Context: an optimization exercise on an open-source flow, tuned for a short achievable clock period and few clock cycles per item. The choices shown serve that exercise and are no tape-out recipe. In this exercise RTL edits were held to simulation tests only and were not proved equivalent to the original. No activity file was given, so power comes from the tool's default toggle rates.

==> flow/design.v <==
module flashcart (
    input  wire        clk,
    input  wire        rst,           
    input  wire        req_valid,
    output wire        req_ready,
    input  wire        req_ev,        
    input  wire [2:0]  req_code,      
    input  wire [1:0]  req_win,       
    input  wire        req_we,        
    input  wire [12:0] req_off,
    input  wire [7:0]  req_data,
    input  wire        cfg_fj,        
    input  wire        cfg_bj,
    input  wire        cfg_cp,
    output reg         rsp_valid,
    output reg  [7:0]  rsp_data,
    output reg         rsp_ok,        
    output reg         rsp_fwd,       
    output reg         rsp_map,       
    output reg  [1:0]  rsp_ge,
    output reg  [3:0]  rsp_bank,
    output reg  [3:0]  rsp_flags,     
    output reg         rsp_bsel,      
    output reg         rsp_cpchg,     
    output reg         fl_en,
    output reg         fl_we,
    output reg  [16:0] fl_addr,
    output reg  [7:0]  fl_wdata,
    input  wire [7:0]  fl_rdata,
    output reg         ram_en,
    output reg         ram_we,
    output reg  [14:0] ram_addr,
    output reg  [7:0]  ram_wdata,
    input  wire [7:0]  ram_rdata
);
    localparam [3:0] F_READ = 4'd0, F_UNLOCK1 = 4'd1, F_UNLOCK2 = 4'd2,
                     F_AUTOSELECT = 4'd3, F_PROGRAM = 4'd4,
                     F_PROGRAM_ERROR = 4'd5, F_ERASE_SETUP = 4'd6,
                     F_ERASE_UNLOCK1 = 4'd7, F_ERASE_UNLOCK2 = 4'd8;
    reg        ready_r;
    assign req_ready = ready_r;
    reg        a_v;
    reg        a_ev, a_we;
    reg [2:0]  a_code;
    reg [1:0]  a_win;
    reg [7:0]  a_data;
    reg        a_fj, a_bj, a_cp;
    reg [12:0] a_off13;       
    reg        a_reg;         
    reg        a_o2f;         
    reg        a_u1, a_u2;    
    reg        a_le2;         
    reg [7:0]  a_ident;
    reg        a_dAA, a_d55, a_d90, a_dA0, a_d80, a_dF0, a_d10, a_d30;
    reg        att, fj, bj, cp_dev;
    reg        active;
    reg [3:0]  bank;
    reg [3:0]  fbank;         
    reg        allow_bank, no_freeze, reu_mapping;
    reg        write_once_locked, clockport_enabled, export_ram;
    reg [3:0]  fstate;
    reg [7:0]  fpd;
    reg        ftoggle;
    reg        pg1, pg2;      
    reg [16:0] pg_addr;
    reg [7:0]  pg_d;
    reg        ers;           
    reg [16:0] er_addr;
    reg        er_chip;
    reg        r1_v, r1_srcf, r1_srcr, r1_ok, r1_fwd, r1_map, r1_bsel, r1_cpchg;
    reg [7:0]  r1_d;
    reg [1:0]  r1_ge;
    reg [3:0]  r1_bank, r1_flags;
    reg        r2_v, r2_srcf, r2_srcr, r2_ok, r2_fwd, r2_map, r2_bsel, r2_cpchg;
    reg [7:0]  r2_d;
    reg [1:0]  r2_ge;
    reg [3:0]  r2_bank, r2_flags;
    wire go = a_v && !pg1 && !pg2 && !ers;
    wire w_io1 = (a_win == 2'd0);
    wire w_io2 = (a_win == 2'd1);
    wire w_rom = a_win[1];
    wire bus = go && !a_ev;
    wire evg = go && a_ev;
    wire is_reg   = w_io1 && a_reg;
    wire engaged  = w_io1 && att && clockport_enabled && cp_dev && a_o2f;
    wire serviced = att && active && ((w_io1 && reu_mapping) || (w_io2 && !reu_mapping));
    wire mem_acc  = !is_reg && !engaged && (serviced || (w_rom && att));
    wire mem_rd   = mem_acc && !a_we;
    wire mem_wr   = mem_acc && a_we && (a_win != 2'd3);
    wire ram_wr   = bus && mem_wr && export_ram;
    wire fstore   = bus && mem_wr && !export_ram && fj;
    wire reg_ok   = is_reg && att && active;
    wire wr_ctrl  = bus && reg_ok && a_we && !a_off13[0];
    wire wr_r1f   = bus && reg_ok && a_we && a_off13[0] && fj;
    wire wr_r1n   = bus && reg_ok && a_we && a_off13[0] && !fj && !write_once_locked;
    wire ev_attach = evg && (a_code == 3'd0) && !att;
    wire ev_reset  = evg && (a_code == 3'd1) && att;
    wire ev_freeze = evg && att && !fj &&
                     ((a_code == 3'd2) || ((a_code == 3'd3) && !no_freeze));
    wire ev_fa     = evg && (a_code == 3'd4);
    wire ev_detach = evg && (a_code == 3'd5);
    wire [2:0] v_bank = {a_data[7], a_data[4], a_data[3]};
    wire [1:0] ctrl_ge = (fj && a_data[0]) ? 2'b00 : a_data[1:0];
    wire [3:0] r1f_bank = {bj & ~a_data[5], v_bank};
    wire u1 = a_u1 && (bank[1:0] == 2'b10);
    wire u2 = a_u2 && (bank[1:0] == 2'b01);
    reg  [3:0] f_next;
    reg        f_chip, f_sect;
    always @(*) begin
        f_next = F_READ;
        f_chip = 1'b0;
        f_sect = 1'b0;
        case (fstate)
            F_READ:          f_next = (u1 && a_dAA) ? F_UNLOCK1 : F_READ;
            F_UNLOCK1:       f_next = (u2 && a_d55) ? F_UNLOCK2 : F_READ;
            F_UNLOCK2:       f_next = (u1 && a_d90) ? F_AUTOSELECT :
                                      (u1 && a_dA0) ? F_PROGRAM :
                                      (u1 && a_d80) ? F_ERASE_SETUP : F_READ;
            F_AUTOSELECT:    f_next = (u1 && a_dAA) ? F_UNLOCK1 :
                                      a_dF0 ? F_READ : F_AUTOSELECT;
            F_PROGRAM_ERROR: f_next = a_dF0 ? F_READ : F_PROGRAM_ERROR;
            F_ERASE_SETUP:   f_next = (u1 && a_dAA) ? F_ERASE_UNLOCK1 : F_READ;
            F_ERASE_UNLOCK1: f_next = (u2 && a_d55) ? F_ERASE_UNLOCK2 : F_READ;
            F_ERASE_UNLOCK2: begin
                f_next = F_READ;
                f_chip = u1 && a_d10;
                f_sect = !(u1 && a_d10) && a_d30;
            end
            default:         f_next = F_READ;
        endcase
    end
    wire pgm_start = fstore && (fstate == F_PROGRAM);
    wire er_start  = fstore && (f_chip || f_sect);
    wire fl_rd     = bus && mem_rd && !export_ram;
    wire rd_ident  = (fstate == F_AUTOSELECT) && a_le2;
    wire rd_status = (fstate == F_PROGRAM_ERROR);
    wire [7:0] status = {bank[2], reu_mapping, bank[3], bank[1:0], 1'b0,
                         allow_bank, fj};
    wire [16:0] fl_a = {fbank, a_off13};
    wire er_last = (er_addr[13:0] == 14'h3FFF) && (!er_chip || er_addr[16:14] == 3'b111);
    always @(posedge clk) begin
        if (ready_r) begin
            a_ev    <= req_ev;
            a_we    <= req_we;
            a_code  <= req_code;
            a_win   <= req_win;
            a_data  <= req_data;
            a_fj    <= cfg_fj;
            a_bj    <= cfg_bj;
            a_cp    <= cfg_cp;
            a_off13 <= req_win[1] ? req_off : {4'hF, req_win[0], req_off[7:0]};
            a_reg   <= (req_off[7:1] == 7'd0);
            a_o2f   <= (req_off[7:4] == 4'd0) && (req_off[3:1] != 3'd0);
            a_u1    <= req_win[1] && (req_off == 13'h1555);
            a_u2    <= req_win[1] && (req_off == 13'h0AAA);
            a_le2   <= (req_off[7:2] == 6'd0) && !(req_off[1] && req_off[0]);
            a_ident <= (req_off[1:0] == 2'd0) ? 8'h01 :
                       (req_off[1:0] == 2'd1) ? 8'h20 : 8'h00;
            a_dAA   <= (req_data == 8'hAA);
            a_d55   <= (req_data == 8'h55);
            a_d90   <= (req_data == 8'h90);
            a_dA0   <= (req_data == 8'hA0);
            a_d80   <= (req_data == 8'h80);
            a_dF0   <= (req_data == 8'hF0);
            a_d10   <= (req_data == 8'h10);
            a_d30   <= (req_data == 8'h30);
        end
        fl_we     <= 1'b0;
        fl_addr   <= fl_a;
        fl_wdata  <= 8'hFF;
        ram_addr  <= {(w_rom || allow_bank) ? bank[1:0] : 2'b00, a_off13};
        ram_wdata <= a_data;
        r1_v     <= 1'b0;
        r1_srcf  <= 1'b0;
        r1_srcr  <= 1'b0;
        r1_ok    <= 1'b0;
        r1_fwd   <= 1'b0;
        r1_map   <= 1'b0;
        r1_bsel  <= 1'b0;
        r1_cpchg <= 1'b0;
        r1_d     <= 8'h00;
        r1_ge    <= 2'b00;
        r1_bank  <= 4'd0;
        r1_flags <= 4'd0;
        r2_v     <= r1_v;
        r2_srcf  <= r1_srcf;
        r2_srcr  <= r1_srcr;
        r2_ok    <= r1_ok;
        r2_fwd   <= r1_fwd;
        r2_map   <= r1_map;
        r2_bsel  <= r1_bsel;
        r2_cpchg <= r1_cpchg;
        r2_d     <= r1_d;
        r2_ge    <= r1_ge;
        r2_bank  <= r1_bank;
        r2_flags <= r1_flags;
        rsp_valid <= r2_v;
        rsp_data  <= r2_srcf ? fl_rdata : r2_srcr ? ram_rdata : r2_d;
        rsp_ok    <= r2_ok;
        rsp_fwd   <= r2_fwd;
        rsp_map   <= r2_map;
        rsp_ge    <= r2_ge;
        rsp_bank  <= r2_bank;
        rsp_flags <= r2_flags;
        rsp_bsel  <= r2_bsel;
        rsp_cpchg <= r2_cpchg;
        if (rst) begin
            ready_r           <= 1'b1;
            a_v               <= 1'b0;
            fl_en             <= 1'b0;
            fl_we             <= 1'b0;
            ram_en            <= 1'b0;
            ram_we            <= 1'b0;
            r1_v              <= 1'b0;
            r2_v              <= 1'b0;
            rsp_valid         <= 1'b0;
            pg1               <= 1'b0;
            pg2               <= 1'b0;
            ers               <= 1'b0;
            att               <= 1'b0;
            fj                <= 1'b0;
            bj                <= 1'b0;
            cp_dev            <= 1'b0;
            active            <= 1'b0;
            bank              <= 4'd0;
            fbank             <= 4'd8;
            allow_bank        <= 1'b0;
            no_freeze         <= 1'b0;
            reu_mapping       <= 1'b0;
            write_once_locked <= 1'b0;
            clockport_enabled <= 1'b0;
            export_ram        <= 1'b0;
            fstate            <= F_READ;
            fpd               <= 8'd0;
            ftoggle           <= 1'b0;
        end else begin
            if (ready_r)
                a_v <= req_valid;
            else if (go)
                a_v <= 1'b0;
            fl_en  <= go && !a_ev;
            ram_en <= go && !a_ev;
            ram_we <= ram_wr;
            if (pg1) begin
                pg1  <= 1'b0;
                pg2  <= 1'b1;
                fl_en <= 1'b0;
                r1_v <= 1'b1;
            end
            if (pg2) begin
                pg2      <= 1'b0;
                fl_en    <= 1'b1;
                fl_we    <= 1'b1;
                fl_addr  <= pg_addr;
                fl_wdata <= fl_rdata & pg_d;
                if ((fl_rdata & pg_d) == pg_d) begin
                    fstate <= F_READ;
                end else begin
                    fpd     <= pg_d;
                    ftoggle <= 1'b0;
                    fstate  <= F_PROGRAM_ERROR;
                end
            end
            if (ers) begin
                fl_en    <= 1'b1;
                fl_we    <= 1'b1;
                fl_addr  <= er_addr;
                fl_wdata <= 8'hFF;
                er_addr  <= er_addr + 17'd1;
                if (er_last) begin
                    ers  <= 1'b0;
                    r1_v <= 1'b1;
                end
            end
            ready_r <= !(pgm_start || pg1 || er_start || (ers && !er_last));
            if (evg) begin
                r1_v <= 1'b1;
                if (ev_attach) begin
                    fj                <= a_fj;
                    bj                <= a_bj;
                    cp_dev            <= a_cp;
                    active            <= 1'b1;
                    clockport_enabled <= 1'b0;
                    write_once_locked <= 1'b0;
                    no_freeze         <= 1'b0;
                    reu_mapping       <= 1'b0;
                    allow_bank        <= 1'b0;
                    bank              <= 4'd0;
                    fbank             <= {~a_bj, 3'd0};
                    export_ram        <= 1'b0;
                    fstate            <= F_READ;
                    ftoggle           <= 1'b0;
                    fpd               <= 8'd0;
                    att               <= 1'b1;
                    r1_map            <= 1'b1;
                    r1_ge             <= a_fj ? 2'b10 : 2'b00;
                    r1_bank           <= 4'd0;
                    r1_flags          <= 4'b0010;
                end
                if (ev_reset) begin
                    active            <= 1'b1;
                    write_once_locked <= 1'b0;
                    export_ram        <= 1'b0;
                    fstate            <= F_READ;
                    ftoggle           <= 1'b0;
                    fpd               <= 8'd0;
                    r1_map            <= 1'b1;
                    r1_ge             <= fj ? 2'b10 : 2'b00;
                    r1_bank           <= bank;
                    r1_flags          <= 4'b0010;
                end
                if (ev_freeze) begin
                    active     <= 1'b1;
                    export_ram <= 1'b1;
                    r1_map     <= 1'b1;
                    r1_ge      <= 2'b11;
                    r1_bank    <= 4'd0;
                    r1_flags   <= 4'b1010;
                end
                if (ev_fa)
                    r1_d <= {7'd0, !att || !no_freeze};
                if (ev_detach)
                    att <= 1'b0;
            end
            if (bus) begin
                if (!pgm_start && !er_start)
                    r1_v <= 1'b1;
                if (is_reg) begin
                    if (reg_ok && !a_we) begin
                        r1_d  <= status;
                        r1_ok <= 1'b1;
                    end
                end else if (engaged) begin
                    r1_fwd <= 1'b1;
                end else if (mem_rd) begin
                    r1_ok <= !w_rom;
                    if (export_ram) begin
                        r1_srcr <= 1'b1;
                    end else if (rd_ident) begin
                        r1_d <= a_ident;
                    end else if (rd_status) begin
                        r1_d    <= {~fpd[7], ftoggle, 1'b1, 5'd0};
                        ftoggle <= ~ftoggle;
                    end else begin
                        r1_srcf <= 1'b1;
                    end
                end
                if (wr_ctrl) begin
                    bank       <= {1'b0, v_bank};
                    fbank      <= {~bj, v_bank};
                    export_ram <= a_data[5];
                    if (a_data[2])
                        active <= 1'b0;
                    r1_map     <= 1'b1;
                    r1_ge      <= ctrl_ge;
                    r1_bank    <= {1'b0, v_bank};
                    r1_flags   <= {a_data[5], a_data[6], 2'b01};
                end
                if (wr_r1f) begin
                    bank        <= r1f_bank;
                    fbank       <= {r1f_bank[3] ^ ~bj, v_bank};
                    allow_bank  <= a_data[1];
                    no_freeze   <= a_data[2];
                    reu_mapping <= 1'b0;
                    r1_bsel     <= 1'b1;
                    r1_bank     <= r1f_bank;
                end
                if (wr_r1n) begin
                    bank              <= {1'b0, v_bank};
                    fbank             <= {~bj, v_bank};
                    allow_bank        <= a_data[1];
                    no_freeze         <= a_data[2];
                    reu_mapping       <= a_data[6];
                    clockport_enabled <= a_data[0];
                    write_once_locked <= 1'b1;
                    r1_cpchg          <= (clockport_enabled != a_data[0]);
                end
                if (fstore) begin
                    if (pgm_start) begin
                        pg1     <= 1'b1;
                        pg_addr <= fl_a;
                        pg_d    <= a_data;
                    end else if (er_start) begin
                        ers     <= 1'b1;
                        er_chip <= f_chip;
                        er_addr <= f_chip ? 17'd0 : {fl_a[16:14], 14'd0};
                        fstate  <= F_READ;
                    end else begin
                        fstate <= f_next;
                    end
                end
            end
        end
    end
endmodule
==> flow/run.sh <==
#!/bin/bash
# synth_recipe.tcl (not shown) runs the flow's synth.tcl, then flattens the netlist and writes it again
# the make line also repeats each setting of config.mk as NAME=value (left out here)
make -C /OpenROAD-flow-scripts/flow DESIGN_CONFIG=/design/flow/config.mk WORK_HOME=/design/flow/orfs CLKGATE_MAP_FILE= SYNTH_SCRIPT=/design/flow/synth_recipe.tcl finish
==> flow/config.mk <==
export PLATFORM = sky130hd
export DESIGN_NAME = flashcart
export DESIGN_NICKNAME = flashcart
export VERILOG_FILES = /design/flow/design.v
export SDC_FILE = /design/flow/constraint.sdc
export NUM_CORES = 4
export LEC_CHECK = 0
export CAP_MARGIN = 20
export CORE_MARGIN = 2
export CORE_UTILIZATION = 40
export SLEW_MARGIN = 20
==> flow/constraint.sdc <==
create_clock -name core_clock -period 5.0 [get_ports {clk}]
set_input_delay 1.0000 -clock core_clock [delete_from_list [all_inputs] [get_ports {clk}]]
set_output_delay 1.0000 -clock core_clock [all_outputs]
set_load 0.01 [all_outputs]
==> metrics.cfg <==
[status]
status = timing/DRC/antenna clean

[die]
die-area_mm2 = 0.0229
rows = 53
die-width_um = 151
io_pins = 127
die_y_um = 151
initial_core_util_pct = 41.1
core_mm2 = 0.0212

[synthesis]
yosysTopAreaCellShare_pct = 35.9
ys_warn_count = 1
synth_edf_count = 89
yosysTopAreaCell = dfxtp_1
yosysMostFrequentCell = dfxtp_1
ys_types = 63
syn_inst = 742
ys_seq_area_share_pct = 66.7
synthTopCellsByArea = dfxtp_1 (36%), edfxtp_1 (31%), nand2_1 (3.3%)
synthFlopType = dfxtp_1
ys_ff_latch = 245
async_flop_share_pct = 0
syn_area_mm2 = 0.00869
synth_common_cells = dfxtp_1 (156), edfxtp_1 (89), nand2_1 (76), nor2_1 (45)
syn_nets = 793
synth_area_per_cell_um2 = 11.7

[timing]
skew_ps = 9.03
layout_min_cycle_time_ps = 3340
period_share_pct = 66.7
tns_ps = 0
grt_setup_unrepaired = no
tightest_slew_ps = 1050
setup_viol = 0
worst_slack_ps = 1660
max_slew_margin_pct = 29.7
fmax_mhz = 300
hold_viol = 0
holdWs_ps = 320
finalMaxSlewViolations = 0

[layout]
reg_top3 = er_addr (17), fl_addr (17), pg_addr (17)
synthToLayoutAreaGrowth_pct = 26.4
postLayoutCoreUtil_pct = 52.0
n_antenna_cell = 0
regArea_mm2 = 0.00580
fillers = 1857
multi_input_area_mm2 = 0.00270
drive_above_1_share_pct = 6.52
layout.nets = 923

[global_routing]
grt_start_max_net_pins = 50
overflow = 0
grt_pass1_wl_um = 32100
grt_pass1_vias = 5668
antenna_found_initial = 0
grtUsageTotal_pct = 18.1

[critical_path]
critPathLaunchType = flip-flop
worstPathArrival_ps = 3530
critPathMaxStageDelay_ps = 700
crit_fanout = 22
worst_ep_required_time_ps = 5200
path_cells = or4b_4 > or3_1 > nor3_2 > buf_4
crit_type = flip-flop to flip-flop
worst_setup_path_end_kind = flip-flop
slowest_stage = or4b_4

[routing]
dr.first_iter.drc_count = 531
ant_nets = 0
dr.pass1.iters = 5
totalWireLength_um = 20900
num_vias = 6063
drc = 0
wl_per_cell_um = 17.9
viasPerCell = 5.20

[clock_tree]
cts_tree = done
cts_num_sinks = 245
cts_buffers = 25
cts_hold_repair.buffers = 0
cts_setup_buffers = 0
cts_max_level = 1
cts-root-buf = clkbuf_16
clk_latency_ps = 520
cts_resized = 0
clk_pin_slew_worst_paths_ps = 60
cts_buffer_depth = 3

[worst_hold_path]
hold_path.class = flip-flop to flip-flop

[pwr]
p_leak_nw = 3.95
p_per_area_mw_per_mm2 = 368
peakVddDrop_uv = 173
power_mw = 4.04

[placement]
place_congestion = 0.879
dpl_worst_slack_ps = 1710
port_buffers = 126
dpl.hpwl_um = 14800

[run]
cap_violations = 0

==> cell type report <==
cell class | count | share of cell area [%]
flip-flops and latches | 245 | 52.7
repair buffers | 132 | 11.8
inverters | 21 | 0.717
multi-input cells | 447 | 24.6
clock buffers | 37 | 6.57
clock inverters | 8 | 0.421
well taps | 275 | 3.13
==> worst paths after layout <==
path / cells past startpoint / slack (ps) / startpoint / endpoint
min reg2reg: 0 / 320 / r2_map / rsp_map
max: 4 / 1660 / pg2 / pg_addr[4]
max reg2reg: 4 / 1660 / pg2 / pg_addr[4]
min: 0 / 320 / r2_map / rsp_map
==> metal layers <==
| metal | share of wire [%] | GRT usage (%) | up-vias |
|---|---|---|---|
| met5 | 0 | 0 | - |
| met4 | 2.1 | 4.81 | 0 |
| met3 | 6.0 | 2.41 | 33 |
| met2 | 44 | 27.4 | 203 |
| met1 | 48 | 27.4 | 2878 |
| li1 | - | - | 2949 |
==> kinds of logic (layout without fill, tap and decap cells) <==
logic type | count (synthesis) | count (layout) | share of synthesized area (%)
xor+xnor | 18 | 18 | 1.81
simple gates | 279 | 279 | 17.3
fa+ha+maj | 1 | 1 | 0.144
mux | 16 | 16 | 1.86
compound gates | 133 | 133 | 9.84
buf+inv | 50 | 198 | 2.37
flops | 245 | 245 | 66.7
==> layout by cell type, fill, tap and decap left out, drive strengths merged, types with 24 or more instances in the layout <==
cell type,count
dfxtp,156
clkbuf,37
o21ai,35
a21oi,33
nor2,45
nand2,77
edfxtp,89
nor2b,24
clkdlybuf4s50,125
==> power by group <==
group	internal, mW	switching, mW	leakage [nW]
clock network	1.00	0.734	0.382
logic	0.0881	0.0681	1.39
registers	2.11	0.0450	2.18
==> worst max-delay path, delay by kind of cell, from the launching register on <==
kind          cells  cell delay [ps]
flops             1              590
buf+inv           1              390
simple gates      3             2010
==> through the flow <==
step / cells / area, um^2
floorplan: 742 / 8690
global placement: 1120 / 10200
detailed placement: 1120 / 10200
CTS: 1165 / 11000
global route: 1165 / 11000
finish: 1165 / 11000
Testbench counts, summed over its fixed seeds: cycles 20,313, items 20,047.

[separate check: timing with driven ports]
How much do the figures lean on ideal ports? The routed layout below was timed once more, with nothing changed but the port constraints.
Step 1 (the two cells are an assumption about what drives the block):
set clk [get_ports {clk}]
set_driving_cell -lib_cell sky130_fd_sc_hd__clkbuf_16 $clk
set_driving_cell -lib_cell sky130_fd_sc_hd__buf_2 [delete_from_list [all_inputs] $clk]
Step 2 moves the port delays by t, midway between the first and last clock arrival at a register: inputs arrive t later, outputs are due t later. That takes back most of the time a late clock gives input paths.
Three values: ideal ports, drivers, drivers and shift; two values: the first two.
t (ns): 0.558
slack for setup (ns): 1.663 / 1.663 / 1.663
latest minus earliest clock arrival (ns): 0.009 / 0.009
worst register clock-pin slew, ns: 0.06 / 0.06
worst slew at a driven data input, ns: 0.05
After both steps this run still meets setup and hold. The setup slack of this run moves by 0.000 ns with the drivers and by 0.000 ns with both steps.
